This is an optimization exercise on Yosys and OpenROAD, whose aim is small area, a short achievable clock period and few clock cycles, not a production implementation. Where RTL was checked, it was by simulation tests only, not by an equivalence proof against the original. Only the layout flow was run in runs 3 and 4; the RTL was not checked for function there. The clock port is modelled as an ideal driver; clocking choices that lean on that would not hold on a real chip. Power and IR drop assume default switching activity.

**flow/run.sh**
```bash
#!/bin/bash
# The standard layout (standard.sh) with these changes:
# - the port buffers that global placement inserts are plain
#   sky130_fd_sc_hd__buf_1 cells instead of the delay buffers it picks by
#   default (every port still gets its buffer);
# - the buffers that synthesis's ABC inserted are removed at floorplan, and
#   the placement's repair_design buffers the nets again;
# - clock tree synthesis inserts no dummy loads;
# - after global placement, post_gp.tcl gives the response outputs a buf_2
#   port buffer and a dfxtp_2 flip-flop, and an input port buffer with a
#   large fanout a buf_8 (drive strength only).
# make's full output goes to layout.log; each ORFS step keeps its own log
# under orfs/logs/.
set -euo pipefail
bash standard.sh \
  "BUFFER_PORTS_ARGS=-buffer_cell sky130_fd_sc_hd__buf_1" \
  "REMOVE_ABC_BUFFERS=1" \
  "POST_GLOBAL_PLACE_TCL=$PWD/flow/post_gp.tcl" \
  "CTS_ARGS=-sink_clustering_enable -repair_clock_nets -sink_clustering_size 30 -sink_clustering_max_diameter 90 -buf_list sky130_fd_sc_hd__clkbuf_16 -dont_use_dummy_load" \
  finish > layout.log 2>&1
```
**flow/post_gp.tcl**
```tcl
# Run after global placement (POST_GLOBAL_PLACE_TCL): faster cells at the
# ports (drive strength only, same functions; detailed placement legalizes
# them afterwards).
# - Each output port's buffer becomes buf_2, and the response flip-flop that
#   feeds it dfxtp_2.
# - An input port buffer that drives more than 8 pins becomes buf_8.
foreach port [get_ports {rsp_valid rsp_data[*]}] {
  set net [get_nets [get_full_name $port]]
  foreach pin [get_pins -of_objects $net -filter "direction==output"] {
    set buf [get_cells -of_objects $pin]
    replace_cell $buf sky130_fd_sc_hd__buf_2
    foreach ipin [get_pins -of_objects $buf -filter "direction==input"] {
      foreach dpin [get_pins -of_objects [get_nets -of_objects $ipin] -filter "direction==output"] {
        set ff [get_cells -of_objects $dpin]
        if {[get_property $ff ref_name] == "sky130_fd_sc_hd__dfxtp_1"} {
          replace_cell $ff sky130_fd_sc_hd__dfxtp_2
        }
      }
    }
  }
}
foreach port [get_ports -filter "direction==input"] {
  if {[get_full_name $port] == "clk"} { continue }
  set net [get_nets [get_full_name $port]]
  foreach pin [get_pins -of_objects $net -filter "direction==input"] {
    set buf [get_cells -of_objects $pin]
    set out [get_pins -of_objects $buf -filter "direction==output"]
    set loads [get_pins -of_objects [get_nets -of_objects $out] -filter "direction==input"]
    if {[llength $loads] > 8} {
      puts "post_gp: [get_full_name $port] buffer [get_full_name $buf] drives [llength $loads] pins: buf_8"
      replace_cell $buf sky130_fd_sc_hd__buf_8
    }
  }
}
estimate_parasitics -placement
```
**standard.sh**
```bash
#!/bin/bash
# synth_recipe.tcl (not shown) runs the flow's synth.tcl, then flattens the netlist and writes it again
# the make line also repeats each setting of config.mk as NAME=value (left out here)
make -C /OpenROAD-flow-scripts/flow DESIGN_CONFIG=/design/flow/config.mk WORK_HOME=/design/flow/orfs CLKGATE_MAP_FILE= SYNTH_SCRIPT=/design/flow/synth_recipe.tcl "${@:-finish}"
```
**config.mk**
```make
export PLATFORM = sky130hd
export DESIGN_NAME = btmp3_sensor_core
export DESIGN_NICKNAME = btmp3_sensor_core
export VERILOG_FILES = /design/flow/design.v
export SDC_FILE = /design/flow/constraint.sdc
export NUM_CORES = 4
export LEC_CHECK = 0
export CAP_MARGIN = 20
export CORE_MARGIN = 2
export CORE_UTILIZATION = 70
export CTS_BUF_LIST = sky130_fd_sc_hd__clkbuf_16
export CTS_CLUSTER_DIAMETER = 90
export CTS_CLUSTER_SIZE = 30
export SLEW_MARGIN = 20
```
**constraint.sdc**
```tcl
create_clock -name core_clock -period 30.0 [get_ports {clk}]
set_input_delay 6.0000 -clock core_clock [delete_from_list [all_inputs] [get_ports {clk}]]
set_output_delay 6.0000 -clock core_clock [all_outputs]
set_load 0.01 [all_outputs]
```
**design.v**
```verilog
module touch_channel (
    input  wire        clk,
    input  wire        clr,         
    input  wire        edge_en,     
    input  wire        hold_en,     
    input  wire [31:0] now,         
    output wire [31:0] t_new,       
    output wire [31:0] t_old_n,     
    output wire [9:0]  wrap_flags,  
    output wire        first_out    
);
    reg [31:0] ts [0:9];
    reg [31:0] t10n;                
    reg [9:0]  w;
    reg [3:0]  cnt;                 
    reg        first;
    wire [31:0] lt_b = ~now & ts[0];
    wire [31:0] gt_b = now & ~ts[0];
    reg         wrap_in;
    integer j;
    always @(*) begin
        wrap_in = 1'b0;
        for (j = 0; j < 32; j = j + 1)
            wrap_in = lt_b[j] | (~gt_b[j] & wrap_in);
    end
    integer i;
    wire [31:0] sh = {32{edge_en}};
    wire [31:0] hd = {32{hold_en}};
    always @(posedge clk) begin
        ts[0] <= (sh & now) | (hd & ts[0]);
        for (i = 1; i < 10; i = i + 1)
            ts[i] <= (sh & ts[i-1]) | (hd & ts[i]);
    end
    wire [31:0] ld_now = {32{edge_en & first}};
    wire [31:0] ld_old = {32{edge_en & ~first & (cnt == 4'd9)}};
    wire [31:0] ld_hd  = {32{hold_en | (~first & (cnt != 4'd9))}};
    always @(posedge clk)
        t10n <= (ld_now & ~now) | (ld_old & ~ts[9]) | (ld_hd & t10n);
    always @(posedge clk) begin
        if (edge_en) begin
            if (first)
                cnt <= 4'd0;
            else if (cnt != 4'd9)
                cnt <= cnt + 4'd1;
        end
    end
    always @(posedge clk) begin
        if (clr) begin
            w     <= 10'd0;
            first <= 1'b1;
        end else if (edge_en) begin
            w     <= {w[8:0], wrap_in & ~first};
            first <= 1'b0;
        end
    end
    assign t_new     = ts[0];
    assign t_old_n   = t10n;
    assign wrap_flags = w;
    assign first_out = first;
endmodule
module quad_decoder #(
    parameter ENC_LIMIT = 96
) (
    input  wire       clk,
    input  wire       clr,          
    input  wire [1:0] clr_ab,       
    input  wire       edge_en,      
    input  wire [1:0] ab,           
    input  wire       zero_en,      
    input  wire       press_en,     
    input  wire       btn_rd_en,    
    output wire [7:0] position,     
    output wire       btn           
);
    reg signed [7:0] count;
    reg        [1:0] last_ab;
    reg              btn_latch;
    reg signed [1:0] qdelta;
    always @(*) begin
        case ({last_ab, ab})
            4'b00_01, 4'b01_11, 4'b11_10, 4'b10_00: qdelta = 2'sd1;
            4'b00_10, 4'b10_11, 4'b11_01, 4'b01_00: qdelta = -2'sd1;
            default:                                qdelta = 2'sd0;
        endcase
    end
    wire signed [7:0] count_step = count + {{6{qdelta[1]}}, qdelta};
    wire lap = (count_step >= ENC_LIMIT) || (count_step <= -ENC_LIMIT);
    always @(posedge clk) begin
        if (clr) begin
            count     <= 8'sd0;
            last_ab   <= clr_ab;
            btn_latch <= 1'b0;
        end else begin
            if (edge_en) begin
                count   <= lap ? 8'sd0 : count_step;
                last_ab <= ab;
            end else if (zero_en) begin
                count <= 8'sd0;
            end
            if (press_en)
                btn_latch <= 1'b1;
            else if (btn_rd_en)
                btn_latch <= 1'b0;
        end
    end
    wire [7:0] count_adj = count + {6'd0, count[7], count[7]};
    assign position = {{2{count_adj[7]}}, count_adj[7:2]};
    assign btn      = btn_latch;
endmodule
module btmp3_sensor_core (
    input  wire        clk,
    input  wire        rst,         
    input  wire        cmd_valid,
    output wire        cmd_ready,
    input  wire [7:0]  cmd_op,
    input  wire [31:0] cmd_arg,
    input  wire [31:0] thresh0,
    input  wire [31:0] thresh1,
    output reg         rsp_valid,
    output reg  [7:0]  rsp_data
);
    localparam OP_TOUCH_IS_TOUCHED = 7'b0000100;    
    localparam OP_ENC_GET_POSITION = 8'h0C;
    localparam OP_ENC_RESET_POS    = 8'h0D;
    localparam OP_ENC_BUTTON       = 8'h0E;
    localparam OP_EV_TOUCH_EDGE    = 7'b0010100;    
    localparam OP_EV_ENC_EDGE      = 6'b001100;     
    localparam OP_EV_BTN_PRESS     = 8'h34;
    localparam OP_RESET            = 6'b111100;     
    assign cmd_ready = 1'b1;
    reg        c_valid;
    reg [7:0]  c_op;
    reg [31:0] c_x;
    reg        c_rst;
    reg [1:0]  c_edge, c_hold;      
    always @(posedge clk) begin
        c_valid <= cmd_valid & ~rst;
        c_op    <= cmd_op;
        c_rst   <= rst;
        c_edge  <= {2{cmd_valid & (cmd_op[7:1] == OP_EV_TOUCH_EDGE)}} & {cmd_op[0], ~cmd_op[0]};
        c_hold  <= ~({2{cmd_valid & (cmd_op[7:1] == OP_EV_TOUCH_EDGE)}} & {cmd_op[0], ~cmd_op[0]});
        c_x     <= cmd_op[5] ? cmd_arg : ~(cmd_op[0] ? thresh1 : thresh0);
    end
    wire fire = c_valid;
    wire is_poll      = fire && (c_op[7:1] == OP_TOUCH_IS_TOUCHED);
    wire is_get_pos   = fire && (c_op == OP_ENC_GET_POSITION);
    wire is_reset_pos = fire && (c_op == OP_ENC_RESET_POS);
    wire is_btn_rd    = fire && (c_op == OP_ENC_BUTTON);
    wire is_touch     = fire && (c_op[7:1] == OP_EV_TOUCH_EDGE);
    wire is_enc       = fire && (c_op[7:2] == OP_EV_ENC_EDGE);
    wire is_press     = fire && (c_op == OP_EV_BTN_PRESS);
    wire is_reset     = fire && (c_op[7:2] == OP_RESET);
    wire       clr    = c_rst || is_reset;
    wire [1:0] clr_ab = c_rst ? 2'b00 : c_op[1:0];
    wire [31:0] tn0, ton0, tn1, ton1;
    wire [9:0]  wf0, wf1;
    wire        f0, f1;
    wire [7:0]  position;
    wire        btn;
    touch_channel u_touch0 (
        .clk       (clk),
        .clr       (clr),
        .edge_en   (c_edge[0]),
        .hold_en   (c_hold[0]),
        .now       (c_x),
        .t_new     (tn0),
        .t_old_n   (ton0),
        .wrap_flags(wf0),
        .first_out (f0)
    );
    touch_channel u_touch1 (
        .clk       (clk),
        .clr       (clr),
        .edge_en   (c_edge[1]),
        .hold_en   (c_hold[1]),
        .now       (c_x),
        .t_new     (tn1),
        .t_old_n   (ton1),
        .wrap_flags(wf1),
        .first_out (f1)
    );
    quad_decoder u_enc (
        .clk       (clk),
        .clr       (clr),
        .clr_ab    (clr_ab),
        .edge_en   (is_enc),
        .ab        (c_op[1:0]),
        .zero_en   (is_reset_pos),
        .press_en  (is_press),
        .btn_rd_en (is_btn_rd),
        .position  (position),
        .btn       (btn)
    );
    wire        sel   = c_op[0];
    wire [31:0] tn    = sel ? tn1 : tn0;
    wire [31:0] ton   = sel ? ton1 : ton0;
    wire [9:0]  wf    = sel ? wf1 : wf0;
    wire [3:0]  wr    = wf[0] + wf[1] + wf[2] + wf[3] + wf[4]
                      + wf[5] + wf[6] + wf[7] + wf[8] + wf[9];
    wire        fst   = sel ? f1  : f0;
    wire [37:0] op_a = {2'b00, wr, tn};
    wire [37:0] op_b = {6'b111111, ton};
    wire [37:0] op_c = {3'b111, c_x, 3'b111};
    wire [37:0] op_d = {5'b11111, c_x, 1'b1};
    wire [37:0] s1   = op_a ^ op_b ^ op_c;
    wire [37:0] c1   = {(op_a[36:0] & op_b[36:0]) | (op_a[36:0] & op_c[36:0]) | (op_b[36:0] & op_c[36:0]), 1'b1};
    wire [37:0] s2   = s1 ^ c1 ^ op_d;
    wire [37:0] c2   = {(s1[36:0] & c1[36:0]) | (s1[36:0] & op_d[36:0]) | (c1[36:0] & op_d[36:0]), 1'b1};
    wire [36:0] lo_lt = ~s2[36:0] & ~c2[36:0];
    wire [36:0] lo_gt = s2[36:0] & c2[36:0];
    reg         lo_less;
    integer k;
    always @(*) begin
        lo_less = 1'b0;
        for (k = 0; k < 37; k = k + 1)
            lo_less = lo_lt[k] | (~lo_gt[k] & lo_less);
    end
    wire        sign = s2[37] ^ c2[37] ^ ~lo_less;
    wire        touched = fst ? (&c_x) : ~sign;
    always @(posedge clk) begin
        rsp_valid <= ~rst & (is_poll | is_get_pos | is_btn_rd);
        if (!c_op[2])
            rsp_data <= {7'd0, touched};
        else if (!c_op[1])
            rsp_data <= position;
        else
            rsp_data <= {7'd0, btn};
    end
endmodule
```
==> results.yml, run 1 <==
min_path:
  hold_start: "u_touch1.t10n[6]"
  hold_class: "reg2reg"
sta:
  layout_setup_ws_ps: 22900
  drv_slew: 0
  fin_crit_sh_pct: 23.7
  max_slew_margin_pct: 26.9
  finalSetupViolCount: 0
  hold_viol: 0
  finalCriticalPeriod_ps: 7100
  rsz0062_at_grt: "no"
  finClkSkew_ps: 22.9
  worst_slew_pin_slew_ps: 1090
  fmax_ghz: 0.141
  tns_ps: 0
layout:
  regArea_um2: 16100
  nets: 2684
  multiInputGateArea_um2: 12100
  fin_cells: 3016
  fin_util_pct: 74.5
  layout_commonest_cell: "dfxtp_1"
  drive_above_1_share_pct: 6.89
  fill_cells: 2871
  final_area_um2: 30600
  final_cell_mix: "dfxtp_1, a22o_1, nand2_1"
  syn2layout_area_growth_pct: 4.40
synthesis:
  syn_inst: 2531
  ys_seq_area_share_pct: 54.9
  syn_area_um2: 29300
  synth.distinct_cells: 70
  synth_edf_count: 10
  syn_avg_cell_area_um2: 11.6
  yosys_warnings: 4
  ys_async_sr_fraction_pct: 0
  synth_seq_cells: 798
  synth_flop_cell: "dfxtp_1"
clock_tree:
  tritoncts: "done"
  cts.sinks: 798
  postCtsSetupBuffers: 0
  cts_resized: 0
  cts-root-buf: "clkbuf_16"
  clkTransAtPathRegs_ps: 110
  clockBufferDepth: 3
  cts_hold_buf: 0
  cts_buffers: 30
  insertion_delay_ps: 620
  h-tree-depth: 1
placement:
  place_hpwl_um: 40300
  port_buffers: 115
  dp_cells: 2982
  dpl-instance-area_um2: 29800
  preCtsSetupSlack_ps: 22880
setup_path:
  cp-startpoint: "rsp_data[3]"
  path_class: "reg2out"
  required_ps: 24000
  critPathLaunchType: "flop"
  critPathMaxFanout: 1
  r2r_start: "c_op[0]"
  crit_chain: "buf_2"
  critical-path-top-delay-family: "flip-flops"
  worstSetupEndpointType: "output port"
  slowest_stage: "dfxtp_2"
  path_buf_inv: 1
  worstPathArrival_ps: 1100
  cp_slowest_stage_delay_ps: 360
die:
  die_y_um: 209
  io_pins: 117
  start_util_pct: 71.4
  die_w_um: 209
  die_area_um2: 43500
  rows: 74
  core_area_um2: 41000
job:
  maxCapViolCount: 0
power:
  leakage_uw: 0.0119
  peakVddDrop_uv: 54.3
  p_per_area_nw_per_um2: 55.5
drt:
  wl_per_cell_um: 20.7
  vias: 19800
  wl_um: 62600
  drc_errors: 0
  viasPerCell: 6.56
  first_iter_violations: 1800
  drtAntennaViolNets: 0
  dr.pass1.iters: 5
global_routing:
  grt_pass1_wl_um: 101000
  antenna_found_initial: 1
  grt_usage_pct: 28.2
  overflow: 0
  grt_max_degree: 117
  grt_pass1_vias: 18700
status:
  status: "no timing/DRC/antenna violations"
kinds of logic after synthesis:
logic type	after synthesis	share of synthesized area, %
flip-flops	798	54.9
AO/OA/AOI/OAI	895	25.3
other	1	0.0128
multiplexers	116	4.38
buffers and inverters	290	3.78
adder cells (fa/ha/maj)	111	6.32
AND/OR/NAND/NOR	300	4.70
XOR/XNOR	20	0.598
final cells by class:
cell class / count / area share, %
multi-input combinational: 1443 / 39.6
sequential: 798 / 52.7
clock buffer: 30 / 2.46
inverter: 78 / 0.958
antenna: 2 / 0.0164
timing repair buffer: 133 / 2.07
tap: 532 / 2.18
per-stage QoR:
step / hold slack (ps) / total power (µW)
floorplan: 427 / 1200
global placement: 437 / 1240
detailed placement: 443 / 1240
CTS: 476 / 1710
global route: 493 / 1760
finish: 477 / 1700
power breakdown:
group          switching, µW  internal (µW)  leakage [µW]
Clock                    297            180      0.000370
Sequential              30.7           1070       0.00645
Combinational           60.3           55.4       0.00505
layer usage:
layer  vias up  wire length, µm  global-route usage, %
met3        86             3140                   3.86
li1       9344                -                      -
met2       470            27800                   42.9
met5         -                0                      0
met4         0             1470                   7.22
met1      9900            30200                   42.5
sequential cells by signal, summed over array words and instances (netlist names):
register and cells:
u_touch0.ts 320, u_touch1.ts 320, c_x 32, u_touch0.t10n 32, u_touch1.t10n 32, u_touch0.w 10
u_touch1.w 10, c_op 8, u_enc.count 8, rsp_data 6, u_touch0.cnt 4, u_touch1.cnt 4
c_edge 2, c_hold 2, u_enc.last_ab 2, c_rst 1, c_valid 1, rsp_valid 1
u_enc.btn_latch 1, u_touch0.first 1, u_touch1.first 1
cells in the mapped netlist, drive strengths merged, types with 8 or more instances:
library cell	number	area [µm²]
xor2	8	70.1
a21oi	26	130
a22o	641	5610
o221ai	67	587
nand4	9	56.3
dfxtp	788	15800
xnor2	12	105
nor2	61	229
edfxtp	10	300
nand2	138	518
nor3	16	80.1
mux2i	29	290
mux2	86	968
clkbuf	185	694
o21ai	60	300
inv	78	293
nand2b	23	144
a31oi	15	93.8
buf	27	120
o22ai	16	100
maj3	18	184
nor2b	23	144
nand3	9	45.0
fa	67	1340
ha	26	325
worst paths after layout:
path / cells past startpoint / to / slack (ps)
max: 1 / rsp_data[3] / 22900
min: 2 / u_touch1.t10n[6] / 480
max reg2reg: 17 / rsp_data[0] / 24550
min reg2reg: 2 / u_touch1.t10n[6] / 480
Testbench counts, summed over its fixed seeds: cycles 24,016.
==> run 2: changes to the inputs <==
--- a/design.v
+++ b/design.v
@@ -4,6 +4,7 @@
     input  wire        edge_en,     
     input  wire        hold_en,     
     input  wire [31:0] now,         
+    input  wire        wrap_in,     
     output wire [31:0] t_new,       
     output wire [31:0] t_old_n,     
     output wire [9:0]  wrap_flags,  
@@ -14,15 +15,6 @@
     reg [9:0]  w;
     reg [3:0]  cnt;                 
     reg        first;
-    wire [31:0] lt_b = ~now & ts[0];
-    wire [31:0] gt_b = now & ~ts[0];
-    reg         wrap_in;
-    integer j;
-    always @(*) begin
-        wrap_in = 1'b0;
-        for (j = 0; j < 32; j = j + 1)
-            wrap_in = lt_b[j] | (~gt_b[j] & wrap_in);
-    end
     integer i;
     wire [31:0] sh = {32{edge_en}};
     wire [31:0] hd = {32{hold_en}};
@@ -153,6 +145,7 @@
     wire       clr    = c_rst || is_reset;
     wire [1:0] clr_ab = c_rst ? 2'b00 : c_op[1:0];
     wire [31:0] tn0, ton0, tn1, ton1;
+    wire        wrap_in;
     wire [9:0]  wf0, wf1;
     wire        f0, f1;
     wire [7:0]  position;
@@ -163,6 +156,7 @@
         .edge_en   (c_edge[0]),
         .hold_en   (c_hold[0]),
         .now       (c_x),
+        .wrap_in   (wrap_in),
         .t_new     (tn0),
         .t_old_n   (ton0),
         .wrap_flags(wf0),
@@ -174,6 +168,7 @@
         .edge_en   (c_edge[1]),
         .hold_en   (c_hold[1]),
         .now       (c_x),
+        .wrap_in   (wrap_in),
         .t_new     (tn1),
         .t_old_n   (ton1),
         .wrap_flags(wf1),
@@ -198,6 +193,16 @@
     wire [3:0]  wr    = wf[0] + wf[1] + wf[2] + wf[3] + wf[4]
                       + wf[5] + wf[6] + wf[7] + wf[8] + wf[9];
     wire        fst   = sel ? f1  : f0;
+    wire [31:0] lt_b = ~c_x & tn;
+    wire [31:0] gt_b = c_x & ~tn;
+    reg         lt;
+    integer j;
+    always @(*) begin
+        lt = 1'b0;
+        for (j = 0; j < 32; j = j + 1)
+            lt = lt_b[j] | (~gt_b[j] & lt);
+    end
+    assign wrap_in = lt;
     wire [37:0] op_a = {2'b00, wr, tn};
     wire [37:0] op_b = {6'b111111, ton};
     wire [37:0] op_c = {3'b111, c_x, 3'b111};
==> run 2 against run 1 <==
Synthesized area down 1.0%; fmax up 0.77%; largest cell class unchanged; sequential power about the same.
==> results.yml, run 2 <==
drt:
  wl_per_cell_um: 19.9
  drc_errors: 0
  dr.pass1.iters: 5
  viasPerCell: 6.53
  vias: 19400
  drtAntennaViolNets: 0
  wl_um: 58900
  first_iter_violations: 1459
die:
  die_area_um2: 43000
  rows: 74
  die_w_um: 207
  die_y_um: 207
  start_util_pct: 71.0
  core_area_um2: 40800
  io_pins: 117
synthesis:
  synth_common_cells: "dfxtp_1, a22o_1, clkbuf_1"
  synth_edf_count: 10
  syn_inst: 2485
  synth_top_area_share_pct: 54.4
  synth.distinct_cells: 69
  synth_seq_cells: 798
  synth_flop_cell: "dfxtp_1"
  syn_area_um2: 29000
  yosys.area.top_type: "dfxtp_1"
  yosys-top-cells-area: "dfxtp_1, a22o_1, fa_1"
  yosys_warnings: 4
  ys_seq_area_share_pct: 55.5
  synth_most_common_cell: "dfxtp_1"
  syn_avg_cell_area_um2: 11.7
  ys_async_sr_fraction_pct: 0
clock_tree:
  cts-root-buf: "clkbuf_16"
  cts.sinks: 798
  clockBufferDepth: 3
  postCtsSetupBuffers: 0
  h-tree-depth: 1
  cts_buffers: 30
  tritoncts: "done"
  clkTransAtPathRegs_ps: 110
  insertion_delay_ps: 640
  cts_hold_buf: 0
  cts_resized: 0
sta:
  fmax_ghz: 0.142
  whs_ps: 439
  hold_viol: 0
  tns_ps: 0
  finalSetupViolCount: 0
  max_slew_margin_pct: 27.9
  finClkSkew_ps: 59.2
  fin_crit_sh_pct: 23.5
  finalCriticalPeriod_ps: 7050
  drv_slew: 0
  worst_slew_pin_slew_ps: 1080
  rsz0062_at_grt: "no"
setup_path:
  critPathMaxFanout: 3
  reg2reg_depth: 17
  path_class: "reg2out"
  critPathLaunchType: "flop"
  critical-path-top-delay-family: "flip-flops"
  rr_endpoint: "rsp_data[0]"
  required_ps: 24000
  worst-r2r-setup-slack_ps: 24470
  r2r_start: "c_op[0]"
  cp_slowest_stage_delay_ps: 330
  slowest_stage: "dfxtp_2"
  worstSetupEndpointType: "output port"
  cp-startpoint: "rsp_data[5]"
  path_buf_inv: 1
  crit_chain: "buf_2"
  worstPathArrival_ps: 1050
global_routing:
  grt_pass1_wl_um: 96700
  grt_max_degree: 236
  antenna_found_initial: 0
  overflow: 0
  grt_usage_pct: 26.8
  grt_pass1_vias: 18500
power:
  peakVddDrop_uv: 54.3
  p_per_area_nw_per_um2: 56.2
  leakage_uw: 0.0119
  p_total_uw: 1700
layout:
  nets: 2633
  final_cell_mix: "dfxtp_1, a22o_1, nand2_1"
  diodes: 0
  syn2layout_area_growth_pct: 4.19
  drive_above_1_share_pct: 6.29
  top_regs: "u_touch0.ts x320, u_touch1.ts x320"
  layout_commonest_cell: "dfxtp_1"
min_path:
  hold_depth: 1
  whs_endpoint: "u_touch0.t10n[7]"
  hold_class: "reg2reg"
  hold_start: "u_touch0.ts[9][7]"
placement:
  place_hpwl_um: 36400
  port_buffers: 115
status:
  status: "no timing/DRC/antenna violations"
job:
  maxCapViolCount: 0
==> run 2: area by class of cell <==
| type | count | area, µm² |
|---|---|---|
| fillers | 2868 | 10600 |
| inverters | 66 | 248 |
| repair buffers | 130 | 581 |
| flip-flops and latches | 798 | 16100 |
| clock buffers | 30 | 751 |
| well taps | 532 | 666 |
| multi-input cells | 1407 | 11800 |
==> run 2: logic make-up (layout without fill, tap and decap cells) <==
logic type | Yosys count | after routing | share of synthesized area [%]
simple gates | 275 | 275 | 4.28
xor+xnor | 18 | 18 | 0.544
flops | 798 | 798 | 55.5
buf+inv | 280 | 226 | 3.71
fa+ha+maj | 94 | 94 | 5.79
other cells | 1 | 1 | 0.0129
compound gates | 894 | 894 | 25.5
mux | 125 | 125 | 4.65
==> run 2: worst max path at each step <==
| stage | slack (ps) | cells after the start | to |
|---|---|---|---|
| global placement | 22060 | 5 | c_hold[0] |
| finish | 22950 | 1 | rsp_data[5] |
| CTS | 22930 | 1 | rsp_data[5] |
| global route | 22920 | 1 | rsp_data[5] |
| floorplan | 20790 | 2 | u_touch1.t10n[0] |
| detailed placement | 22450 | 5 | c_hold[0] |
==> run 2: metal layers <==
layer / global-route usage [%] / wire length [µm] / up-vias
met1: 38.9 / 27700 / 9666
met4: 5.27 / 1020 / 0
met3: 2.95 / 2570 / 75
li1: - / - / 9173
met2: 43.9 / 27600 / 446
met5: 0 / 0 / -
==> run 2: stage by stage <==
stage	utilization [%]	cells	cell area, µm²	setup WS, ps
after CTS	73.9	2963	30200	22930
after floorplan	-	2271	28100	20790
after global placement	72.0	2933	29400	22060
after global routing	73.9	2963	30200	22920
final	73.9	2963	30200	22950
after detailed placement	72.1	2933	29400	22450
==> run 2: power by group <==
group | internal [µW] | total (µW) | switching [µW]
sequential | 1070 | 1100 | 26.1
combinational | 56.0 | 120 | 63.6
clock | 180 | 478 | 298
Testbench counts of run 2, summed over its fixed seeds: cycles 24,016.
==> run 3: changes to the inputs <==
--- a/design.v
+++ b/design.v
@@ -36,14 +36,15 @@
                 cnt <= cnt + 4'd1;
         end
     end
-    always @(posedge clk) begin
-        if (clr) begin
-            w     <= 10'd0;
+    wire [9:0] wsh = {10{edge_en & ~clr}};
+    wire [9:0] whd = {10{hold_en & ~clr}};
+    always @(posedge clk)
+        w <= (wsh & {w[8:0], wrap_in & ~first}) | (whd & w);
+    always @(posedge clk) begin
+        if (clr)
             first <= 1'b1;
-        end else if (edge_en) begin
-            w     <= {w[8:0], wrap_in & ~first};
+        else if (edge_en)
             first <= 1'b0;
-        end
     end
     assign t_new     = ts[0];
     assign t_old_n   = t10n;
@@ -76,7 +77,7 @@
         endcase
     end
     wire signed [7:0] count_step = count + {{6{qdelta[1]}}, qdelta};
-    wire lap = (count_step >= ENC_LIMIT) || (count_step <= -ENC_LIMIT);
+    wire lap = (count_step == ENC_LIMIT) || (count_step == -ENC_LIMIT);
     always @(posedge clk) begin
         if (clr) begin
             count     <= 8'sd0;
@@ -138,7 +139,6 @@
     wire is_get_pos   = fire && (c_op == OP_ENC_GET_POSITION);
     wire is_reset_pos = fire && (c_op == OP_ENC_RESET_POS);
     wire is_btn_rd    = fire && (c_op == OP_ENC_BUTTON);
-    wire is_touch     = fire && (c_op[7:1] == OP_EV_TOUCH_EDGE);
     wire is_enc       = fire && (c_op[7:2] == OP_EV_ENC_EDGE);
     wire is_press     = fire && (c_op == OP_EV_BTN_PRESS);
     wire is_reset     = fire && (c_op[7:2] == OP_RESET);
==> run 3 against run 2 <==
Sequential power barely moved; register-to-register slack got worse by 1100 ps; final cell count fell by 0.24%; critical path type unchanged.
==> results.yml, run 3 <==
status:
  status: "no timing/DRC/antenna violations"
sta:
  whs_ps: 466
  hold_viol: 0
  fmax_ghz: 0.141
  fin_crit_sh_pct: 23.6
  finalCriticalPeriod_ps: 7090
  tns_ps: 0
  finClkSkew_ps: 24.3
  rsz0062_at_grt: "no"
  drv_slew: 0
  max_slew_margin_pct: 23.3
  worst_slew_pin_slew_ps: 1150
  finalSetupViolCount: 0
  layout_setup_ws_ps: 22910
power:
  leakage_uw: 0.0119
  p_per_area_nw_per_um2: 56.0
  peakVddDrop_uv: 54.0
  p_total_uw: 1690
setup_path:
  worstSetupEndpointType: "output port"
  path_buf_inv: 1
  cp_slowest_stage_delay_ps: 350
  required_ps: 24000
  critPathLaunchType: "flop"
  worstPathArrival_ps: 1090
  critPathMaxFanout: 3
  critical-path-top-delay-family: "flip-flops"
  crit_chain: "buf_2"
  slowest_stage: "dfxtp_2"
  path_class: "reg2out"
drt:
  dr.pass1.iters: 6
  vias: 19300
  drtAntennaViolNets: 0
  top_layer: "met4"
  wl_per_cell_um: 19.8
  wl_met1_um: 27500
  first_iter_violations: 1489
  wl_met3_um: 2800
  drc_errors: 0
  met2_length_um: 26800
  viasPerCell: 6.52
  wl_um: 58400
synthesis:
  syn_area_um2: 28900
  syn_inst: 2467
  yosys_warnings: 4
  ys_seq_area_share_pct: 55.7
  synth_most_common_cell: "dfxtp_1"
  syn_avg_cell_area_um2: 11.7
  synth_edf_count: 10
  synth_common_cells: "dfxtp_1, a22o_1, clkbuf_1"
  yosys-top-cells-area: "dfxtp_1, a22o_1, fa_1"
  synth.distinct_cells: 73
  synth_seq_cells: 798
  synth_top_area_share_pct: 54.6
  ys_async_sr_fraction_pct: 0
  synth_flop_cell: "dfxtp_1"
  yosys.area.top_type: "dfxtp_1"
clock_tree:
  cts.sinks: 798
  cts_buffers: 30
  tritoncts: "done"
  clockBufferDepth: 3
  postCtsSetupBuffers: 0
  h-tree-depth: 1
  clkTransAtPathRegs_ps: 110
  cts_resized: 0
  insertion_delay_ps: 620
  cts_hold_buf: 0
  cts-root-buf: "clkbuf_16"
layout:
  diodes: 0
  top_regs: "u_touch0.ts x320, u_touch1.ts x320"
  regArea_um2: 16100
  layout_commonest_cell: "dfxtp_1"
  syn2layout_area_growth_pct: 4.37
  drive_above_1_share_pct: 6.77
  final_cell_mix: "dfxtp_1, a22o_1, nand2_1"
  multiInputGateArea_um2: 11700
  nets: 2626
  fill_cells: 2943
placement:
  place_hpwl_um: 36000
  port_buffers: 115
  preCtsSetupSlack_ps: 22420
global_routing:
  grt_max_degree: 112
  grt_pass1_vias: 18800
  overflow: 0
  antenna_found_initial: 0
  grt_pass1_wl_um: 95800
  grt_usage_pct: 26.5
die:
  die_w_um: 207
  die_area_um2: 42900
  rows: 74
  io_pins: 117
  core_area_um2: 40700
  start_util_pct: 70.9
  die_y_um: 207
job:
  maxCapViolCount: 0
min_path:
  hold_class: "reg2reg"
==> run 3: changes by cell type after synthesis, moves of 10 or more <==
cell      previous run  this run
a22oi_1              7        32
a21oi_1             31        21
clkbuf_1           165       193
mux2i_1             57        31
nor3_1              19         9
o21ai_0             61        46
nor2_1              63        75
buf_1               41         7
==> run 3: report_power, final <==
| part | leakage [µW] | internal [µW] | total [µW] | switching (µW) |
|---|---|---|---|---|
| Clock | 0.000370 | 180 | 478 | 299 |
| Sequential | 0.00645 | 1070 | 1100 | 25.2 |
| Combinational | 0.00512 | 52.9 | 110 | 56.9 |
| Total | 0.0119 | 1310 | 1690 | 381 |
==> run 3: logic make-up after synthesis <==
| family | share of synthesized area, % |
|---|---|
| AND/OR/NAND/NOR | 4.09 |
| AO/OA/AOI/OAI | 25.7 |
| XOR/XNOR | 0.637 |
| buffers and inverters | 3.71 |
| multiplexers | 4.06 |
| flip-flops | 55.7 |
| other | 0.0130 |
| adder cells (fa/ha/maj) | 6.13 |
==> run 3: cell type report <==
class | count | area share, %
repair buffers | 135 | 2.04
multi-input cells | 1392 | 39.0
well taps | 532 | 2.21
flip-flops and latches | 798 | 53.4
clock buffers | 30 | 2.49
inverters | 69 | 0.860
==> run 3: routing by layer <==
metal  track usage [%]  up-vias
li1                  -     9123
met1              37.8     9659
met2              43.1      417
met3              3.34       85
met4              6.43        0
met5             0.222        -
==> run 3: through the flow <==
step / util [%] / cells / area, µm²
after floorplan: - / 2259 / 28100
final: 74.0 / 2956 / 30100
after CTS: 73.9 / 2955 / 30100
after detailed placement: 72.1 / 2925 / 29400
after global placement: 72.0 / 2925 / 29300
after global routing: 74.0 / 2956 / 30100
==> run 3: worst paths after layout <==
check,from,endpoint,slack [ps],cells after the start
worst max-delay path,rsp_data[5],rsp_data[6],22910,1
worst min-delay path,u_touch0.ts[3][3],u_touch0.ts[4][3],470,1
worst max register to register,c_op[0],rsp_data[0],23370,21
worst min register to register,u_touch0.ts[3][3],u_touch0.ts[4][3],470,1
==> run 4: changes to the inputs <==
--- a/flow/run.sh
+++ b/flow/run.sh
@@ -8,7 +8,9 @@
 # - clock tree synthesis inserts no dummy loads;
 # - after global placement, post_gp.tcl gives the response outputs a buf_2
 #   port buffer and a dfxtp_2 flip-flop, and an input port buffer with a
-#   large fanout a buf_8 (drive strength only).
+#   large fanout a buf_8 (drive strength only);
+# - after clock tree synthesis, post_cts.tcl splits each first-level clock
+#   buffer in two (half the leaf buffers each).
 # make's full output goes to layout.log; each ORFS step keeps its own log
 # under orfs/logs/.
 set -euo pipefail
@@ -16,5 +18,6 @@
   "BUFFER_PORTS_ARGS=-buffer_cell sky130_fd_sc_hd__buf_1" \
   "REMOVE_ABC_BUFFERS=1" \
   "POST_GLOBAL_PLACE_TCL=$PWD/flow/post_gp.tcl" \
+  "POST_CTS_TCL=$PWD/flow/post_cts.tcl" \
   "CTS_ARGS=-sink_clustering_enable -repair_clock_nets -sink_clustering_size 30 -sink_clustering_max_diameter 90 -buf_list sky130_fd_sc_hd__clkbuf_16 -dont_use_dummy_load" \
   finish > layout.log 2>&1
==> flow/post_cts.tcl (new file) <==
# Run after clock tree synthesis (POST_CTS_TCL): split each first-level
# clock buffer in two, so that the root buffer drives twice as many
# first-level buffers, each with half the leaf buffers (by position).
set block [ord::get_db_block]
set db [ord::get_db]
set master [$db findMaster sky130_fd_sc_hd__clkbuf_16]
set clk [$block findNet clk]
set root ""
foreach it [$clk getITerms] { set root [$it getInst] }
set rnet [[$root findITerm X] getNet]
set l1s {}
foreach it [$rnet getITerms] { if {[$it isInputSignal]} { lappend l1s [$it getInst] } }
set n 0
foreach b $l1s {
  set onet [[$b findITerm X] getNet]
  set loads {}
  foreach it [$onet getITerms] { if {[$it isInputSignal]} { lappend loads $it } }
  set pts {}
  foreach it $loads { set bb [[$it getInst] getBBox]; lappend pts [list $it [expr {([$bb xMin]+[$bb xMax])/2}] [expr {([$bb yMin]+[$bb yMax])/2}]] }
  set xs [lsort -integer [lmap p $pts {lindex $p 1}]]; set ys [lsort -integer [lmap p $pts {lindex $p 2}]]
  set dx [expr {[lindex $xs end] - [lindex $xs 0]}]; set dy [expr {[lindex $ys end] - [lindex $ys 0]}]
  set idx [expr {$dx >= $dy ? 1 : 2}]
  set sorted [lsort -integer -index $idx $pts]
  set half [lrange $sorted [expr {[llength $sorted]/2}] end]
  set cx 0; set cy 0
  foreach p $half { set cx [expr {$cx + [lindex $p 1]}]; set cy [expr {$cy + [lindex $p 2]}] }
  set cx [expr {$cx / [llength $half]}]; set cy [expr {$cy / [llength $half]}]
  set nb [odb::dbInst_create $block $master "[$b getName]_split"]
  $nb setLocation $cx $cy
  $nb setPlacementStatus PLACED
  set nn [odb::dbNet_create $block "[$onet getName]_split"]
  $nn setSigType CLOCK
  [$nb findITerm A] connect $rnet
  [$nb findITerm X] connect $nn
  foreach p $half { set it [lindex $p 0]; $it disconnect; $it connect $nn }
  # move the original buffer to the centroid of the loads it keeps
  set keep [lrange $sorted 0 [expr {[llength $sorted]/2 - 1}]]
  set kx 0; set ky 0
  foreach p $keep { set kx [expr {$kx + [lindex $p 1]}]; set ky [expr {$ky + [lindex $p 2]}] }
  $b setLocation [expr {$kx / [llength $keep]}] [expr {$ky / [llength $keep]}]
  incr n
}
puts "split_l1: split $n first-level clock buffers"
detailed_placement
estimate_parasitics -placement
==> run 4 against run 3 <==
Still clean on timing, DRC and antenna; final area up 0.22%; combinational power barely moved; sequential power hardly changed; critical path depth unchanged; largest power group unchanged.
==> results.yml, run 4 <==
drt:
  first_iter_violations: 1473
  wl_um: 58700
  drc_errors: 0
  vias: 19300
  dr.pass1.iters: 6
  wl_per_cell_um: 19.8
  viasPerCell: 6.53
  drtAntennaViolNets: 0
synthesis:
  synth_most_common_cell: "dfxtp_1"
  yosys.area.top_type: "dfxtp_1"
  syn_area_um2: 28900
  ys_async_sr_fraction_pct: 0
  synth.distinct_cells: 73
  synth_seq_cells: 798
  syn_avg_cell_area_um2: 11.7
  synth_edf_count: 10
  synth_common_cells: "dfxtp_1, a22o_1, clkbuf_1"
  synth_flop_cell: "dfxtp_1"
  yosys-top-cells-area: "dfxtp_1, a22o_1, fa_1"
  yosys_warnings: 4
  ys_seq_area_share_pct: 55.7
  synth_top_area_share_pct: 54.6
  syn_inst: 2467
sta:
  worst_slew_pin_slew_ps: 1150
  finalSetupViolCount: 0
  fmax_ghz: 0.142
  drv_slew: 0
  whs_ps: 472
  tns_ps: 0
  max_slew_margin_pct: 23.3
  fin_crit_sh_pct: 23.5
  finClkSkew_ps: 19.9
  finalCriticalPeriod_ps: 7050
  rsz0062_at_grt: "no"
  hold_viol: 0
setup_path:
  path_buf_inv: 1
  required_ps: 24000
  critPathMaxFanout: 3
  crit_chain: "buf_2"
  critPathLaunchType: "flop"
  cp_slowest_stage_delay_ps: 350
  path_class: "reg2out"
  worstPathArrival_ps: 1050
  r2r_start: "c_op[0]"
  reg2reg_depth: 21
  slowest_stage: "dfxtp_2"
  worst-r2r-setup-slack_ps: 23360
  rr_endpoint: "rsp_data[0]"
  worstSetupEndpointType: "output port"
  critical-path-top-delay-family: "flip-flops"
global_routing:
  grt_usage_pct: 26.8
  grt_pass1_wl_um: 96200
  grt_pass1_vias: 18800
  antenna_found_initial: 0
  grt_max_degree: 112
  overflow: 0
clock_tree:
  tritoncts: "done"
  insertion_delay_ps: 580
  clkTransAtPathRegs_ps: 110
  cts.sinks: 798
job:
  maxCapViolCount: 0
die:
  die_area_um2: 42900
  core_area_um2: 40700
  rows: 74
  die_y_um: 207
  io_pins: 117
  die_w_um: 207
  start_util_pct: 70.9
power:
  p_total_uw: 1710
  p_per_area_nw_per_um2: 56.5
  leakage_uw: 0.0120
  p_int_uw: 1320
  combPwrFrac_pct: 6.5
  clockPowerShare_pct: 29.1
  p_sw_uw: 385
  switching_share_pct: 22.6
  seqPwrFrac_pct: 64.4
  peakVddDrop_uv: 57.1
layout:
  final_cell_mix: "dfxtp_1, a22o_1, nand2_1"
  drive_above_1_share_pct: 6.88
  syn2layout_area_growth_pct: 4.59
  layout_commonest_cell: "dfxtp_1"
  fill_cells: 2934
  nets: 2629
  final_area_um2: 30200
  diodes: 0
  top_regs: "u_touch0.ts x320, u_touch1.ts x320"
  fin_util_pct: 74.1
min_path:
  hold_class: "reg2reg"
  hold_depth: 2
  whs_endpoint: "u_touch1.t10n[19]"
  hold_start: "u_touch1.t10n[19]"
placement:
  place_hpwl_um: 36000
  port_buffers: 115
  dpl-instance-area_um2: 29400
status:
  status: "no timing/DRC/antenna violations"
[run 4: cell counts after synthesis]
Identical to the previous run, type by type.
[run 4: power groups by stage]
stage	clock (µW)	sequential, µW	combinational, µW
detailed placement	0	1120	108
global route	542	1100	125
floorplan	0	1120	79.9
finish	497	1100	110
global placement	0	1120	103
[run 4: logic make-up (layout without fill, tap and decap cells)]
| family | Yosys count | in the layout | synth area share, % |
|---|---|---|---|
| AOI/OAI and AO/OA | 888 | 888 | 25.7 |
| xor gates and xnor gates | 21 | 21 | 0.637 |
| adders and majority gates | 103 | 103 | 6.13 |
| buffers and inverters | 277 | 237 | 3.71 |
| DFF | 798 | 798 | 55.7 |
| muxes | 106 | 106 | 4.06 |
| other | 1 | 1 | 0.0130 |
| and+or+nand+nor | 273 | 273 | 4.09 |
[run 4: cell type report, clock buffers not listed]
class	instances	area, µm²	share of cell area [%]
well taps	532	666	2.20
multi-input cells	1392	11700	38.9
inverters	69	259	0.858
repair buffers	136	631	2.09
plain buffers	2	50.0	0.166
flip-flops and latches	798	16100	53.3
[run 4: worst max-delay path by stage]
stage                            from  slack, ps  depth (start not counted)          endpoint
after floorplan             c_edge[1]      21280                          2  u_touch1.t10n[0]
after global placement      cmd_op[5]      22460                          5         c_hold[0]
after detailed placement    cmd_op[5]      22420                          5         c_hold[0]
after global routing          c_op[0]      22880                         21       rsp_data[0]
final                     rsp_data[5]      22950                          1       rsp_data[6]
[run 4: routing by layer]
metal  vias up  track usage (%)  part of all wire [%]
met5         -                0                     0
met4         0             7.04                   2.0
met3        87             4.31                   5.0
met2       448             43.2                    46
met1      9680             38.0                    47
li1       9117                -                     -
[run 4: stage by stage]
stage          cells  worst slack (ps)
2_1_floorplan   2259             21280
3_3_place_gp    2925             22460
3_5_place_dp    2925             22420
5_1_grt         2959             22880
6_report        2959             22950
==> run 5: changes to the inputs <==
--- a/design.v
+++ b/design.v
@@ -36,15 +36,14 @@
                 cnt <= cnt + 4'd1;
         end
     end
-    wire [9:0] wsh = {10{edge_en & ~clr}};
-    wire [9:0] whd = {10{hold_en & ~clr}};
-    always @(posedge clk)
-        w <= (wsh & {w[8:0], wrap_in & ~first}) | (whd & w);
-    always @(posedge clk) begin
-        if (clr)
+    always @(posedge clk) begin
+        if (clr) begin
+            w     <= 10'd0;
             first <= 1'b1;
-        else if (edge_en)
+        end else if (edge_en) begin
+            w     <= {w[8:0], wrap_in & ~first};
             first <= 1'b0;
+        end
     end
     assign t_new     = ts[0];
     assign t_old_n   = t10n;
@@ -77,7 +76,7 @@
         endcase
     end
     wire signed [7:0] count_step = count + {{6{qdelta[1]}}, qdelta};
-    wire lap = (count_step == ENC_LIMIT) || (count_step == -ENC_LIMIT);
+    wire lap = (count_step >= ENC_LIMIT) || (count_step <= -ENC_LIMIT);
     always @(posedge clk) begin
         if (clr) begin
             count     <= 8'sd0;
@@ -139,6 +138,7 @@
     wire is_get_pos   = fire && (c_op == OP_ENC_GET_POSITION);
     wire is_reset_pos = fire && (c_op == OP_ENC_RESET_POS);
     wire is_btn_rd    = fire && (c_op == OP_ENC_BUTTON);
+    wire is_touch     = fire && (c_op[7:1] == OP_EV_TOUCH_EDGE);
     wire is_enc       = fire && (c_op[7:2] == OP_EV_ENC_EDGE);
     wire is_press     = fire && (c_op == OP_EV_BTN_PRESS);
     wire is_reset     = fire && (c_op[7:2] == OP_RESET);
==> run 5 against run 4 <==
Critical path depth unchanged; sequential share of layout area shrank 0.079 points; wire length rose by 0.83%; die area is 0.36% higher.
==> results.yml, run 5 <==
power:
  combPwrFrac_pct: 7.0
  leakage_uw: 0.0119
  p_sw_uw: 393
  seqPwrFrac_pct: 64.1
  switching_share_pct: 22.9
  p_int_uw: 1320
  p_total_uw: 1720
  peakVddDrop_uv: 54.6
  clockPowerShare_pct: 29.0
  p_per_area_nw_per_um2: 56.8
sta:
  hold_viol: 0
  worst_slew_pin_slew_ps: 1070
  finalCriticalPeriod_ps: 7020
  fmax_ghz: 0.142
  rsz0062_at_grt: "no"
  fin_crit_sh_pct: 23.4
  max_slew_margin_pct: 28.6
  finalSetupViolCount: 0
  drv_slew: 0
  layout_setup_ws_ps: 22980
  whs_ps: 466
  finClkSkew_ps: 41.8
  tns_ps: 0
synthesis:
  syn_inst: 2485
  synth_seq_cells: 798
  yosys.area.top_type: "dfxtp_1"
  synth_flop_cell: "dfxtp_1"
  yosys-top-cells-area: "dfxtp_1, a22o_1, fa_1"
  synth_common_cells: "dfxtp_1, a22o_1, clkbuf_1"
  synth_edf_count: 10
  ys_seq_area_share_pct: 55.5
  syn_avg_cell_area_um2: 11.7
  yosys_warnings: 4
  synth.distinct_cells: 69
  ys_async_sr_fraction_pct: 0
  synth_most_common_cell: "dfxtp_1"
  synth_top_area_share_pct: 54.4
  syn_area_um2: 29000
die:
  die_w_um: 207
  rows: 74
  die_y_um: 207
  io_pins: 117
  die_area_um2: 43000
  start_util_pct: 71.0
  core_area_um2: 40800
setup_path:
  worstPathArrival_ps: 1020
  critPathMaxFanout: 3
  crit_chain: "buf_2"
  worstSetupEndpointType: "output port"
  critPathLaunchType: "flop"
  worst-r2r-setup-slack_ps: 24470
  path_class: "reg2out"
  path_buf_inv: 1
  cp_slowest_stage_delay_ps: 330
  slowest_stage: "dfxtp_2"
  required_ps: 24000
  critical-path-top-delay-family: "flip-flops"
placement:
  place_hpwl_um: 36400
  port_buffers: 115
  preCtsSetupSlack_ps: 22450
  dpl-instance-area_um2: 29400
layout:
  final_cell_mix: "dfxtp_1, a22o_1, nand2_1"
  drive_above_1_share_pct: 6.37
  nets: 2635
  top_regs: "u_touch0.ts x320, u_touch1.ts x320"
  syn2layout_area_growth_pct: 4.36
  layout_commonest_cell: "dfxtp_1"
  final_area_um2: 30200
  diodes: 0
min_path:
  hold_class: "reg2reg"
global_routing:
  met3_usage_pct: 3.37
  use_met1_pct: 39.0
  grt_util_met2_pct: 44.3
  grt_pass1_vias: 18500
  grt.busiest_layer: "met2"
  overflow: 0
  grt_usage_pct: 27.1
  grt_pass1_wl_um: 97000
  antenna_found_initial: 1
  grt_max_degree: 236
clock_tree:
  insertion_delay_ps: 600
  tritoncts: "done"
  clkTransAtPathRegs_ps: 110
  cts.sinks: 798
drt:
  first_iter_violations: 1496
  vias: 19400
  drtAntennaViolNets: 0
  viasPerCell: 6.53
  dr.pass1.iters: 5
  drc_errors: 0
  wl_per_cell_um: 20.0
  wl_um: 59200
status:
  status: "no timing/DRC/antenna violations"
job:
  maxCapViolCount: 0
## run 5: cell types whose count changed after synthesis, moves of 7 or more
cell / previous run / this run
maj3_1: 8 / 1
nor2_1: 75 / 63
o22ai_1: 6 / 13
buf_1: 7 / 41
mux2i_1: 31 / 57
nor3_1: 9 / 19
a21oi_1: 21 / 31
clkbuf_1: 193 / 165
a22oi_1: 32 / 7
o21ai_0: 46 / 61
## run 5: per-layer routing
metal / routed length [µm] / vias to the layer above
met5: 0 / -
met4: 928 / 0
met1: 27700 / 9677
met2: 27800 / 452
li1: - / 9172
met3: 2780 / 73
## run 5: kinds of logic (layout without fill, tap and decap cells)
group	after synthesis	count (layout)	share of synthesized area (%)
other	1	1	0.0129
AO/OA/AOI/OAI	894	894	25.5
AND/OR/NAND/NOR	275	275	4.28
XOR/XNOR	18	18	0.544
multiplexers	125	125	4.65
flip-flops	798	798	55.5
buffers and inverters	280	228	3.71
adder cells (fa/ha/maj)	94	94	5.79
## run 5: power by group through the flow
stage / Sequential, µW / Clock (µW) / Combinational, µW
2_1_floorplan: 1120 / 0 / 85.2
3_3_place_gp: 1120 / 0 / 112
3_5_place_dp: 1120 / 0 / 118
5_1_grt: 1100 / 538 / 135
6_report: 1100 / 498 / 120
## run 5: area by class of cell, clock buffers not listed
cell class	count	area, µm²
Sequential cell	798	16100
Multi-Input combinational cell	1407	11800
Fill cell	2856	10600
Tap cell	532	666
Timing Repair Buffer	130	581
Inverter	66	248
Buffer	2	50.0
## run 5: worst paths after layout
path	to	startpoint	cells past startpoint
worst max-delay path	rsp_data[5]	rsp_data[5]	1
worst min-delay path	u_touch0.t10n[7]	u_touch0.ts[9][7]	1
worst max register to register	rsp_data[0]	c_op[0]	17
worst min register to register	u_touch0.t10n[7]	u_touch0.ts[9][7]	1
## run 5: through the flow
step           utilization, %  cells
2_1_floorplan               -   2271
3_3_place_gp             72.0   2933
3_5_place_dp             72.1   2933
5_1_grt                  74.1   2965
6_report                 74.1   2965
Testbench counts of run 5, summed over its fixed seeds: cycles 24,016.
==> run 6: changes to the inputs <==
--- a/design.v
+++ b/design.v
@@ -2,7 +2,6 @@
     input  wire        clk,
     input  wire        clr,         
     input  wire        edge_en,     
-    input  wire        hold_en,     
     input  wire [31:0] now,         
     input  wire        wrap_in,     
     output wire [31:0] t_new,       
@@ -16,16 +15,16 @@
     reg [3:0]  cnt;                 
     reg        first;
     integer i;
-    wire [31:0] sh = {32{edge_en}};
-    wire [31:0] hd = {32{hold_en}};
-    always @(posedge clk) begin
-        ts[0] <= (sh & now) | (hd & ts[0]);
-        for (i = 1; i < 10; i = i + 1)
-            ts[i] <= (sh & ts[i-1]) | (hd & ts[i]);
+    always @(posedge clk) begin
+        if (edge_en) begin
+            ts[0] <= now;
+            for (i = 1; i < 10; i = i + 1)
+                ts[i] <= ts[i-1];
+        end
     end
     wire [31:0] ld_now = {32{edge_en & first}};
     wire [31:0] ld_old = {32{edge_en & ~first & (cnt == 4'd9)}};
-    wire [31:0] ld_hd  = {32{hold_en | (~first & (cnt != 4'd9))}};
+    wire [31:0] ld_hd  = {32{~edge_en | (~first & (cnt != 4'd9))}};
     always @(posedge clk)
         t10n <= (ld_now & ~now) | (ld_old & ~ts[9]) | (ld_hd & t10n);
     always @(posedge clk) begin
@@ -124,13 +123,12 @@
     reg [7:0]  c_op;
     reg [31:0] c_x;
     reg        c_rst;
-    reg [1:0]  c_edge, c_hold;      
+    reg [1:0]  c_edge;              
     always @(posedge clk) begin
         c_valid <= cmd_valid & ~rst;
         c_op    <= cmd_op;
         c_rst   <= rst;
         c_edge  <= {2{cmd_valid & (cmd_op[7:1] == OP_EV_TOUCH_EDGE)}} & {cmd_op[0], ~cmd_op[0]};
-        c_hold  <= ~({2{cmd_valid & (cmd_op[7:1] == OP_EV_TOUCH_EDGE)}} & {cmd_op[0], ~cmd_op[0]});
         c_x     <= cmd_op[5] ? cmd_arg : ~(cmd_op[0] ? thresh1 : thresh0);
     end
     wire fire = c_valid;
@@ -154,7 +152,6 @@
         .clk       (clk),
         .clr       (clr),
         .edge_en   (c_edge[0]),
-        .hold_en   (c_hold[0]),
         .now       (c_x),
         .wrap_in   (wrap_in),
         .t_new     (tn0),
@@ -166,7 +163,6 @@
         .clk       (clk),
         .clr       (clr),
         .edge_en   (c_edge[1]),
-        .hold_en   (c_hold[1]),
         .now       (c_x),
         .wrap_in   (wrap_in),
         .t_new     (tn1),
==> run 6 against run 5 <==
Final area is 4.8% higher; register-to-register slack lost 1100 ps; critical path depth unchanged; critical path type unchanged; utilization up 1.3 points; synthesized area grew 3.1%; worst hold slack lost 49 ps; die area grew 3.0%; clock skew down 20 ps.
==> results.yml, run 6 <==
synthesis:
  syn_area_um2: 29900
  synth_fa_ha_area_share_pct: 5.97
  synth_common_cells: "edfxtp_1, nand2_1, dfxtp_1"
  synth_most_common_cell: "edfxtp_1"
  synth_top_area_share_pct: 65.3
  yosys.area.top_type: "edfxtp_1"
  yosys_warnings: 4
  synth.distinct_cells: 70
  synth_seq_cells: 796
  synth_top_family_by_area: "compound AO/OA/AOI/OAI gates"
  synth_flop_cell: "edfxtp_1"
  ys_async_sr_fraction_pct: 0
  synth_mux_area_share_pct: 4.44
  synth_edf_count: 650
  syn_inst: 1893
  synthXorXnorAreaFrac_pct: 0.586
  synth-compound-area-share_pct: 6.54
  ys_seq_area_share_pct: 75.1
  synthSimpleGateAreaFrac_pct: 5.49
  syn_avg_cell_area_um2: 15.8
  yosys-top-cells-area: "edfxtp_1, dfxtp_1, fa_1"
clock_tree:
  insertion_delay_ps: 570
  cts.sinks: 796
  tritoncts: "done"
  clkTransAtPathRegs_ps: 110
layout:
  diodes: 0
  final_cell_mix: "edfxtp_1, nand2_1, o21ai_0"
  top_regs: "u_touch0.ts x320, u_touch1.ts x320"
  fill_cells: 2541
  multiInputGateArea_um2: 6900
  syn2layout_area_growth_pct: 6.12
  fin_cells: 2533
  nets: 2196
  regArea_um2: 22500
  layout_commonest_cell: "edfxtp_1"
  drive_above_1_share_pct: 8.58
die:
  rows: 75
  io_pins: 117
  die_w_um: 211
  start_util_pct: 71.1
  die_y_um: 211
  die_area_um2: 44300
  core_area_um2: 42000
sta:
  drv_slew: 0
  finClkSkew_ps: 21.4
  tns_ps: 0
  finalSetupViolCount: 0
  hold_viol: 0
  worst_slew_pin_slew_ps: 1110
  max_slew_margin_pct: 25.8
  rsz0062_at_grt: "no"
  fmax_ghz: 0.142
  finalCriticalPeriod_ps: 7030
  fin_crit_sh_pct: 23.4
placement:
  place_hpwl_um: 33600
  port_buffers: 115
  dp_cells: 2501
job:
  maxCapViolCount: 0
global_routing:
  grt_max_degree: 95
  overflow: 0
  grt_pass1_vias: 15200
  antenna_found_initial: 1
  grt_usage_pct: 24.8
  grt_pass1_wl_um: 83300
drt:
  drtAntennaViolNets: 0
  viasPerCell: 6.10
  wl_per_cell_um: 21.3
  vias: 15400
  first_iter_violations: 1575
  wl_um: 53800
  dr.pass1.iters: 6
  drc_errors: 0
min_path:
  hold_depth: 0
  hold_start: "u_touch1.ts[8][3]"
  hold_class: "reg2reg"
  whs_endpoint: "u_touch1.ts[9][3]"
power:
  leakage_uw: 0.0103
  p_per_area_nw_per_um2: 57.9
  peakVddDrop_uv: 54.3
setup_path:
  critical-path-top-delay-family: "flip-flops"
  crit_chain: "buf_2"
  cp_slowest_stage_delay_ps: 340
  worst-r2r-setup-slack_ps: 23400
  required_ps: 24000
  r2r_start: "c_op[0]"
  reg2reg_depth: 19
  worstPathArrival_ps: 1030
  critPathMaxFanout: 3
  path_buf_inv: 1
  path_class: "reg2out"
  worstSetupEndpointType: "output port"
  rr_endpoint: "rsp_data[0]"
  critPathLaunchType: "flop"
  slowest_stage: "dfxtp_2"
status:
  status: "no timing/DRC/antenna violations"
==> run 6: worst max-delay path by stage <==
stage	from	endpoint	cells after the start
2_1_floorplan	c_edge[0]	u_touch0.t10n[0]	5
3_3_place_gp	cmd_op[5]	c_edge[1]	4
3_5_place_dp	cmd_op[5]	c_edge[1]	4
5_1_grt	rsp_valid	rsp_valid	1
6_report	rsp_data[5]	rsp_data[7]	1
==> run 6: through the flow <==
step / setup WS [ps] / total power (µW) / hold WS (ps) / util, % / instance area, µm²
after global routing: 22930 / 1900 / 424 / 75.4 / 31700
after floorplan: 18410 / 1330 / 400 / - / 29600
after detailed placement: 22730 / 1370 / 405 / 73.5 / 30900
final: 22970 / 1830 / 417 / 75.4 / 31700
after global placement: 22490 / 1360 / 400 / 73.4 / 30900
==> run 6: layer usage <==
layer / part of all wire (%) / vias up / global-route usage (%)
li1: - / 7122 / -
met1: 43 / 7751 / 35.8
met2: 49 / 495 / 40.8
met3: 5.9 / 75 / 3.35
met4: 2.0 / 0 / 6.97
met5: 0 / - / 0
==> run 6: kinds of logic (layout without fill, tap and decap cells) <==
logic type	count (synthesis)	count (layout)
compound gates	331	331
flops	796	796
simple gates	387	387
other cells	1	1
mux	122	122
xor+xnor	20	20
fa+ha+maj	104	104
buf+inv	132	233
==> run 6: layout make-up, clock buffers not listed <==
class	count	share of cell area [%]
sequential	796	70.9
timing repair buffer	136	1.96
multi-input combinational	965	21.8
tap	539	2.13
inverter	65	0.770
buffer	2	0.158
==> run 6: power by group <==
group	switching, µW	total (µW)	internal, µW
Combinational	70.5	131	60.5
Sequential	23.7	1210	1190
Clock	295	489	194
Testbench counts of run 6, summed over its fixed seeds: cycles 24,016.

[re-timing with driven ports]
No port has a modelled driver above. Below, the same layouts with a new extraction and two added sets of constraints.
Step 1 sets driving cells, clkbuf_16 on the clock port and buf_2 on the other inputs (assumed; they add their load-dependent delay and slew).
Step 2, shift: input delay + t, output delay - t, t = (earliest + latest rising clock arrival at the registers) / 2. This alone moves slack from input paths to output paths.
Three values: ideal ports, drivers, drivers and shift; two values: the first two.
run | shift t [ns] | setup WS [ns] | latest minus earliest clock arrival (ns)
run 1 | 0.667 | 22.896 / 22.834 / 22.868 | 0.024 / 0.024
run 2 | 0.667 | 22.951 / 22.891 / 22.332 | 0.066 / 0.066
run 3 | 0.668 | 22.908 / 22.848 / 22.466 | 0.033 / 0.032
run 4 | 0.629 | 22.950 / 22.890 / 22.466 | 0.027 / 0.027
run 5 | 0.631 | 22.976 / 22.917 / 22.355 | 0.054 / 0.054
run 6 | 0.618 | 22.969 / 22.913 / 22.691 | 0.027 / 0.028
After both steps every run listed still meets setup and hold. The setup slack of run 5, which loses most, moves by -0.059 ns with the drivers and by -0.621 ns with both steps.
